Context: an optimization exercise on an open-source flow, tuned for small area. The choices shown serve that exercise and are no tape-out recipe.
Only simulation tests tie the RTL to the original design; equivalence was not proved.

==> flow/design.v (excerpt) <==
module n2t_timing_engine (
    input  wire        clk,
    input  wire        rst,
    input  wire [63:0] tick,
    input  wire [1:0]  btn_in,
    input  wire        in_data,
    input  wire        cmd_valid,
    input  wire [31:0] cmd,
    output wire [1:0]  clk_out,
    output wire [3:0]  out_data,
    output wire [3:0]  out_enable,
    output wire        in_load,
    output wire        in_shift,
    output wire        in_clock,
    output wire [1:0]  btn_state,
    output wire [1:0]  btn_changed,
    output wire [1:0]  clk_mode,
    output wire [15:0] clk_freq0,
    output wire [15:0] clk_freq1,
    output wire [3:0]  out_reversed,
    output wire [15:0] in_word,
    output wire [15:0] in_word_mirrored,
    output wire        in_changed,
    output wire [7:0]  cur_prog,
    output wire [1:0]  seq_mode,
    output reg         cmd_ok
);
    localparam [63:0] BUTTON_UPDATE_INTERVAL = 64'd200;
    wire [15:0] imm = cmd[15:0];
    wire is_nop    = (cmd == 32'h00000000);
    wire is_oset   = ((cmd & 32'hFFFC0000) == 32'h01000000);
    wire is_orev   = ((cmd & 32'hFFFCFFFF) == 32'h02000000);
    wire is_psel   = ((cmd & 32'hFFFF0000) == 32'h03000000);
    wire is_cfreq  = ((cmd & 32'hFFFE0000) == 32'h04000000);
    wire is_pfreq  = ((cmd & 32'hFFFF0000) == 32'h05000000);
    wire is_cauto  = ((cmd & 32'hFFFEFFFF) == 32'h06000000);
    wire is_csync  = (cmd == 32'h07000000);
    wire is_csynco = (cmd == 32'h08000000);
    wire is_pauto  = (cmd == 32'h09000000);
    wire is_iack   = (cmd == 32'h0A000000);
    wire psel_ok  = is_psel  && (imm[15:3] == 13'd0);
    wire cfreq_ok = is_cfreq && (imm != 16'd0);
    wire pfreq_ok = is_pfreq && (imm != 16'd0);
    wire accepted = is_nop || is_oset || is_orev || psel_ok || cfreq_ok || pfreq_ok
                 || is_cauto || is_csync || is_csynco || is_pauto || is_iack;
    wire do_oset   = cmd_valid && is_oset;
    wire do_orev   = cmd_valid && is_orev;
    wire do_psel   = cmd_valid && psel_ok;
    wire do_cfreq  = cmd_valid && cfreq_ok;
    wire do_pfreq  = cmd_valid && pfreq_ok;
    wire do_cauto  = cmd_valid && is_cauto;
    wire do_csync  = cmd_valid && is_csync;
  ...
clock: 70.0 ns
lec_check: 0
abc_area: 1
cap_margin: 20
core_margin: 2
core_utilization: 60
setup_slack_margin: -2
slew_margin: 20
standard.sh (not shown) runs the stock make flow with config.mk's settings and CLKGATE_MAP_FILE= SYNTH_SCRIPT=/design/flow/synth_recipe.tcl, a recipe that flattens the netlist after the stock synthesis.
==> flow/flow/run.sh <==
#!/bin/bash
# Layout flow: the standard flow (standard.sh), with changes to
# synthesis: ORFS's synthesis runs unchanged up to technology mapping, then
# ABC maps the divider (n2t_div, kept as its own module until the final
# flatten) with ORFS's area script and the rest of the design with a
# stronger area-recovery script (flow/area.abc); full-adder extraction is
# limited to the divider. Registers are mapped by dfflibmap before ABC,
# exactly as in the standard synthesis. Layout: the smallest buffer for the
# port buffers, and a clock tree with larger sink clusters and no dummy loads.
set -euo pipefail
W=$(pwd)
F=$W/flow

# ORFS's synth.tcl with the ABC call split in two
python3 - "$FLOW_HOME/scripts/synth.tcl" "$W/synth_split.tcl" "$F" <<'PY'
import sys
src, dst, f = sys.argv[1:4]
s = open(src).read()
pre = "source $::env(SCRIPTS_DIR)/synth_preamble.tcl"
assert s.count(pre) == 1
s = s.replace(pre, pre + "\n"
    "set div_abc_args  [lreplace $abc_args 1 1 %s/div.abc]\n"
    "set rest_abc_args [lreplace $abc_args 1 1 %s/area.abc]\n" % (f, f))
call = "  log_cmd abc {*}$abc_args\n"
assert s.count(call) == 1
s = s.replace(call, "  log_cmd abc {*}$div_abc_args n2t_div\n"
                    "  log_cmd abc {*}$rest_abc_args n2t_timing_engine\n")
# full adders are extracted (and mapped to adder cells) in the divider only;
# ABC maps the rest's arithmetic itself
fa = "  extract_fa {*}[dont_use_extract_fa_args]\n"
assert s.count(fa) == 1
s = s.replace(fa, "  extract_fa {*}[dont_use_extract_fa_args] n2t_div\n")
open(dst, "w").write(s)
PY

# The standard flow's synthesis script, sourcing the split copy
sed "s#source \$::env(SCRIPTS_DIR)/synth.tcl#source $W/synth_split.tcl#" synth_recipe.tcl > my_synth.tcl
grep -q "synth_split.tcl" my_synth.tcl

# The standard flow's config, keeping the divider as a module through synthesis
{
    cat config.mk
    echo "export SYNTH_KEEP_MODULES = n2t_div"
    # clock tree: larger sink clusters, no dummy loads
    # port buffers: the smallest buffer cell
    echo "export BUFFER_PORTS_ARGS = -buffer_cell sky130_fd_sc_hd__buf_1"
    echo "export CTS_ARGS = -sink_clustering_enable -repair_clock_nets -dont_use_dummy_load -buf_list sky130_fd_sc_hd__clkbuf_8 -sink_clustering_size 14 -sink_clustering_max_diameter 70"
} > my_config.mk

sed -e "s#DESIGN_CONFIG=[^ ]*#DESIGN_CONFIG=$W/my_config.mk#" \
    -e "s#SYNTH_SCRIPT=[^ ]*#SYNTH_SCRIPT=$W/my_synth.tcl#" standard.sh > my_standard.sh
grep -q "my_synth.tcl" my_standard.sh
grep -q "my_config.mk" my_standard.sh

bash my_standard.sh finish > make_finish.log 2>&1
Other scripts of this flow, unchanged in this note and not shown: flow/flow/area.abc, flow/flow/div.abc
Next try:
CORE_UTILIZATION = 40   (was 60)
SETUP_SLACK_MARGIN = -1.5   (was -2)
The new run finished with timing, DRC and antenna clean.
Clock-buffer cell count climbs by 4.
Sequential share of layout area drops by 0.48 points.
Worst setup slack improves by 0.055 ns.
Synthesized cell count is unchanged.
Die area climbs by about 50%.

---

n2t_timing_engine, a different RTL version from the one above (not shown whole).
For scale: roughly 5,700 cells after synthesis, ~640 flip-flops, roughly 200 I/O pins, roughly 45,000 µm² of cells after synthesis.
## n2t_timing_engine
module n2t_timing_engine (
    input  wire        clk,
    input  wire        rst,
    input  wire [63:0] tick,
    input  wire [1:0]  btn_in,
    input  wire        in_data,
    input  wire        cmd_valid,
    input  wire [31:0] cmd,
    output wire [1:0]  clk_out,
    output wire [3:0]  out_data,
    output wire [3:0]  out_enable,
    output wire        in_load,
    output wire        in_shift,
    output wire        in_clock,
    output wire [1:0]  btn_state,
    output wire [1:0]  btn_changed,
    output wire [1:0]  clk_mode,
    output wire [15:0] clk_freq0,
    output wire [15:0] clk_freq1,
    output wire [3:0]  out_reversed,
    output wire [15:0] in_word,
    output wire [15:0] in_word_mirrored,
    output wire        in_changed,
    output wire [7:0]  cur_prog,
    output wire [1:0]  seq_mode,
    output reg         cmd_ok
);
    localparam [63:0] BUTTON_UPDATE_INTERVAL = 64'd200;
    wire [15:0] imm = cmd[15:0];
    wire is_nop    = (cmd == 32'h00000000);
    wire is_oset   = ((cmd & 32'hFFFC0000) == 32'h01000000);
    wire is_orev   = ((cmd & 32'hFFFCFFFF) == 32'h02000000);
    wire is_psel   = ((cmd & 32'hFFFF0000) == 32'h03000000);
    wire is_cfreq  = ((cmd & 32'hFFFE0000) == 32'h04000000);
    wire is_pfreq  = ((cmd & 32'hFFFF0000) == 32'h05000000);
    wire is_cauto  = ((cmd & 32'hFFFEFFFF) == 32'h06000000);
    wire is_csync  = (cmd == 32'h07000000);
    wire is_csynco = (cmd == 32'h08000000);
    wire is_pauto  = (cmd == 32'h09000000);
    wire is_iack   = (cmd == 32'h0A000000);
    wire psel_ok  = is_psel  && (imm[15:3] == 13'd0);
    wire cfreq_ok = is_cfreq && (imm != 16'd0);
    wire pfreq_ok = is_pfreq && (imm != 16'd0);
    wire accepted = is_nop || is_oset || is_orev || psel_ok || cfreq_ok || pfreq_ok
                 || is_cauto || is_csync || is_csynco || is_pauto || is_iack;
    wire do_oset   = cmd_valid && is_oset;
  ...
clock: 70.0 ns
lec_check: 0
abc_area: 1
cap_margin: 20
core_margin: 2
core_utilization: 40
slew_margin: 20
==> flow/flow/run.sh <==
#!/bin/bash
# Layout flow: the standard flow (standard.sh), with one change to
# synthesis: ORFS's synthesis runs unchanged up to technology mapping, then
# ABC maps the divider (n2t_div, kept as its own module until the final
# flatten) with ORFS's area script and the rest of the design with a
# stronger area-recovery script (flow/area.abc). Registers are mapped by
# dfflibmap before ABC, exactly as in the standard synthesis.
set -euo pipefail
W=$(pwd)
F=$W/flow

# ORFS's synth.tcl with the ABC call split in two
python3 - "$FLOW_HOME/scripts/synth.tcl" "$W/synth_split.tcl" "$F" <<'PY'
import sys
src, dst, f = sys.argv[1:4]
s = open(src).read()
pre = "source $::env(SCRIPTS_DIR)/synth_preamble.tcl"
assert s.count(pre) == 1
s = s.replace(pre, pre + "\n"
    "set div_abc_args  [lreplace $abc_args 1 1 %s/div.abc]\n"
    "set rest_abc_args [lreplace $abc_args 1 1 %s/area.abc]\n" % (f, f))
call = "  log_cmd abc {*}$abc_args\n"
assert s.count(call) == 1
s = s.replace(call, "  log_cmd abc {*}$div_abc_args n2t_div\n"
                    "  log_cmd abc {*}$rest_abc_args n2t_timing_engine\n")
open(dst, "w").write(s)
PY

# The standard flow's synthesis script, sourcing the split copy
sed "s#source \$::env(SCRIPTS_DIR)/synth.tcl#source $W/synth_split.tcl#" synth_recipe.tcl > my_synth.tcl
grep -q "synth_split.tcl" my_synth.tcl

# The standard flow's config, keeping the divider as a module through synthesis
{
    cat config.mk
    echo "export SYNTH_KEEP_MODULES = n2t_div"
    # clock tree: larger sink clusters, no dummy loads
    # port buffers: the smallest buffer cell
    echo "export BUFFER_PORTS_ARGS = -buffer_cell sky130_fd_sc_hd__buf_1"
    echo "export CTS_ARGS = -sink_clustering_enable -repair_clock_nets -dont_use_dummy_load -sink_clustering_size 20 -sink_clustering_max_diameter 100"
} > my_config.mk

sed -e "s#DESIGN_CONFIG=[^ ]*#DESIGN_CONFIG=$W/my_config.mk#" \
    -e "s#SYNTH_SCRIPT=[^ ]*#SYNTH_SCRIPT=$W/my_synth.tcl#" standard.sh > my_standard.sh
grep -q "my_synth.tcl" my_standard.sh
grep -q "my_config.mk" my_standard.sh

bash my_standard.sh finish > make_finish.log 2>&1
==> flow/flow/area.abc <==
strash
dc2
dch -f
amap
mfs2
strash
dch -f
amap
==> flow/flow/div.abc <==
strash
dch
map -B 0.9
topo
stime -c
buffer -c
upsize -c
dnsize -c
The baseline finished with timing, DRC and antenna clean.
Edit:
--- a/flow/flow/run.sh
+++ b/flow/flow/run.sh
@@ -37,4 +37,2 @@
     # clock tree: larger sink clusters, no dummy loads
-    # port buffers: the smallest buffer cell
-    echo "export BUFFER_PORTS_ARGS = -buffer_cell sky130_fd_sc_hd__buf_1"
     echo "export CTS_ARGS = -sink_clustering_enable -repair_clock_nets -dont_use_dummy_load -sink_clustering_size 20 -sink_clustering_max_diameter 100"
After rerunning:
- clock-buffer cell count rises by 1
- final area went up by 2.6%
- setup slack degrades by 110 ps
- area after synthesis does not change
- final cell count stays flat
Edit:
--- a/flow/flow/run.sh
+++ b/flow/flow/run.sh
@@ -1,3 +1,3 @@
 #!/bin/bash
-# Layout flow: the standard flow (standard.sh), with one change to
+# Layout flow: the standard flow (standard.sh), with changes to
 # synthesis: ORFS's synthesis runs unchanged up to technology mapping, then
@@ -5,4 +5,6 @@
 # flatten) with ORFS's area script and the rest of the design with a
-# stronger area-recovery script (flow/area.abc). Registers are mapped by
-# dfflibmap before ABC, exactly as in the standard synthesis.
+# stronger area-recovery script (flow/area.abc); full-adder extraction is
+# limited to the divider. Registers are mapped by dfflibmap before ABC,
+# exactly as in the standard synthesis. Layout: the smallest buffer for the
+# port buffers, and a clock tree with larger sink clusters and no dummy loads.
 set -euo pipefail
@@ -25,2 +27,7 @@
                     "  log_cmd abc {*}$rest_abc_args n2t_timing_engine\n")
+# full adders are extracted (and mapped to adder cells) in the divider only;
+# ABC maps the rest's arithmetic itself
+fa = "  extract_fa {*}[dont_use_extract_fa_args]\n"
+assert s.count(fa) == 1
+s = s.replace(fa, "  extract_fa {*}[dont_use_extract_fa_args] n2t_div\n")
 open(dst, "w").write(s)
@@ -37,3 +44,5 @@
     # clock tree: larger sink clusters, no dummy loads
-    echo "export CTS_ARGS = -sink_clustering_enable -repair_clock_nets -dont_use_dummy_load -sink_clustering_size 20 -sink_clustering_max_diameter 100"
+    # port buffers: the smallest buffer cell
+    echo "export BUFFER_PORTS_ARGS = -buffer_cell sky130_fd_sc_hd__buf_1"
+    echo "export CTS_ARGS = -sink_clustering_enable -repair_clock_nets -dont_use_dummy_load -buf_list sky130_fd_sc_hd__clkbuf_8 -sink_clustering_size 14 -sink_clustering_max_diameter 70"
 } > my_config.mk
==> flow/flow/div.abc (replaced) <==
strash
dch
map -a
topo
stime -c
buffer -c
upsize -c
dnsize -c
Result:
- wire length increases slightly
- core utilization falls by 0.58 points
Edit:
--- a/flow/flow/run.sh
+++ b/flow/flow/run.sh
@@ -46,3 +46,3 @@
     echo "export BUFFER_PORTS_ARGS = -buffer_cell sky130_fd_sc_hd__buf_1"
-    echo "export CTS_ARGS = -sink_clustering_enable -repair_clock_nets -dont_use_dummy_load -buf_list sky130_fd_sc_hd__clkbuf_8 -sink_clustering_size 14 -sink_clustering_max_diameter 70"
+    echo "export CTS_ARGS = -sink_clustering_enable -repair_clock_nets -dont_use_dummy_load -sink_clustering_size 20 -sink_clustering_max_diameter 100"
 } > my_config.mk
--- a/flow/config.mk
+++ b/flow/config.mk
@@ -11,2 +11,3 @@
 export CORE_UTILIZATION = 40
+export SETUP_SLACK_MARGIN = -1.5
 export SLEW_MARGIN = 20
Fmax went down by 1.8%.
Count of clock-buffer cells in the layout falls by 17.
Critical path depth shrinks by 2.
Wire length stays flat.
Final area barely changes.
Global-route usage stays flat.
Sequential share of layout area hardly moves.
Non-clock buffer count shrinks by 11.
First-iteration DRC count increases by 4.0%.
Edit:
--- a/flow/flow/run.sh
+++ b/flow/flow/run.sh
@@ -1,3 +1,3 @@
 #!/bin/bash
-# Layout flow: the standard flow (standard.sh), with changes to
+# Layout flow: the standard flow (standard.sh), with one change to
 # synthesis: ORFS's synthesis runs unchanged up to technology mapping, then
@@ -5,6 +5,4 @@
 # flatten) with ORFS's area script and the rest of the design with a
-# stronger area-recovery script (flow/area.abc); full-adder extraction is
-# limited to the divider. Registers are mapped by dfflibmap before ABC,
-# exactly as in the standard synthesis. Layout: the smallest buffer for the
-# port buffers, and a clock tree with larger sink clusters and no dummy loads.
+# stronger area-recovery script (flow/area.abc). Registers are mapped by
+# dfflibmap before ABC, exactly as in the standard synthesis.
 set -euo pipefail
@@ -27,7 +25,2 @@
                     "  log_cmd abc {*}$rest_abc_args n2t_timing_engine\n")
-# full adders are extracted (and mapped to adder cells) in the divider only;
-# ABC maps the rest's arithmetic itself
-fa = "  extract_fa {*}[dont_use_extract_fa_args]\n"
-assert s.count(fa) == 1
-s = s.replace(fa, "  extract_fa {*}[dont_use_extract_fa_args] n2t_div\n")
 open(dst, "w").write(s)
@@ -46,3 +39,3 @@
     echo "export BUFFER_PORTS_ARGS = -buffer_cell sky130_fd_sc_hd__buf_1"
-    echo "export CTS_ARGS = -sink_clustering_enable -repair_clock_nets -dont_use_dummy_load -sink_clustering_size 20 -sink_clustering_max_diameter 100"
+    echo "export CTS_ARGS = -sink_clustering_enable -repair_clock_nets -dont_use_dummy_load -buf_list sky130_fd_sc_hd__clkbuf_8 -sink_clustering_size 16 -sink_clustering_max_diameter 80"
 } > my_config.mk
==> flow/flow/div.abc (replaced) <==
strash
dch
map -B 0.9
topo
stime -c
buffer -c
upsize -c
dnsize -c
--- a/flow/config.mk
+++ b/flow/config.mk
@@ -11,3 +11,2 @@
 export CORE_UTILIZATION = 40
-export SETUP_SLACK_MARGIN = -1.5
 export SLEW_MARGIN = 20
=> Global-route usage went down by 0.92 points. Register-to-register slack gains 2200 ps. Fmax rises by 3.4%.
Edit:
--- a/flow/flow/run.sh
+++ b/flow/flow/run.sh
@@ -1,3 +1,3 @@
 #!/bin/bash
-# Layout flow: the standard flow (standard.sh), with one change to
+# Layout flow: the standard flow (standard.sh), with changes to
 # synthesis: ORFS's synthesis runs unchanged up to technology mapping, then
@@ -5,4 +5,6 @@
 # flatten) with ORFS's area script and the rest of the design with a
-# stronger area-recovery script (flow/area.abc). Registers are mapped by
-# dfflibmap before ABC, exactly as in the standard synthesis.
+# stronger area-recovery script (flow/area.abc); full-adder extraction is
+# limited to the divider. Registers are mapped by dfflibmap before ABC,
+# exactly as in the standard synthesis. Layout: the smallest buffer for the
+# port buffers, and a clock tree with larger sink clusters and no dummy loads.
 set -euo pipefail
@@ -25,2 +27,7 @@
                     "  log_cmd abc {*}$rest_abc_args n2t_timing_engine\n")
+# full adders are extracted (and mapped to adder cells) in the divider only;
+# ABC maps the rest's arithmetic itself
+fa = "  extract_fa {*}[dont_use_extract_fa_args]\n"
+assert s.count(fa) == 1
+s = s.replace(fa, "  extract_fa {*}[dont_use_extract_fa_args] n2t_div\n")
 open(dst, "w").write(s)
@@ -39,3 +46,3 @@
     echo "export BUFFER_PORTS_ARGS = -buffer_cell sky130_fd_sc_hd__buf_1"
-    echo "export CTS_ARGS = -sink_clustering_enable -repair_clock_nets -dont_use_dummy_load -buf_list sky130_fd_sc_hd__clkbuf_8 -sink_clustering_size 16 -sink_clustering_max_diameter 80"
+    echo "export CTS_ARGS = -sink_clustering_enable -repair_clock_nets -dont_use_dummy_load -sink_clustering_size 20 -sink_clustering_max_diameter 100"
 } > my_config.mk
==> flow/flow/div.abc (replaced) <==
strash
dch
map -a
topo
stime -c
buffer -c
upsize -c
dnsize -c
What happened: The new run completed without violations; global-route usage rose by 0.94 points; synthesized cell count is higher by 8.3%; cell count rose by 5.7%.

## separate check: timing with driven ports
The results above use ideal ports. As a check the final layouts listed here were re-extracted and re-timed, cells and wires unchanged. Step 1: set_driving_cell puts a clkbuf_16 on clk and a buf_2 on each other input, an assumption about the parent block. Step 2 adds t to the input delays and takes it off the output delays; t is the mean of the earliest and latest rising clock arrival at the registers after step 1. Input paths then give back, and output paths get back, about the clock's delay inside the block. Slacks: no drivers / after step 1 / after step 2; pairs: no drivers / after step 1.
run	t, ns	setup slack, ns	slew at the worst register clock pin (ns)	pins driven straight from the clock port
the first run of note 1	0.717	3.628 / 3.608 / 2.891	0.10 / 0.10	1
the second run of note 1	0.811	3.683 / 3.688 / 2.876	0.10 / 0.10	1
the first run of note 2	0.645	5.527 / 5.518 / 4.874	0.09 / 0.09	1
the second run of note 2	0.637	5.414 / 5.405 / 4.768	0.10 / 0.10	1
the third run of note 2	0.786	4.628 / 4.595 / 3.808	0.10 / 0.10	1
the fourth run of note 2	0.663	3.460 / 3.513 / 2.850	0.09 / 0.09	1
the fifth run of note 2	0.730	5.673 / 5.663 / 4.932	0.11 / 0.11	1
the sixth run of note 2	0.665	4.650 / 4.629 / 3.963	0.09 / 0.09	1
After both steps every run listed still meets setup and hold. The setup slack of the third run of note 2, which loses most, moves by -0.033 ns with the drivers and by -0.820 ns with both steps.
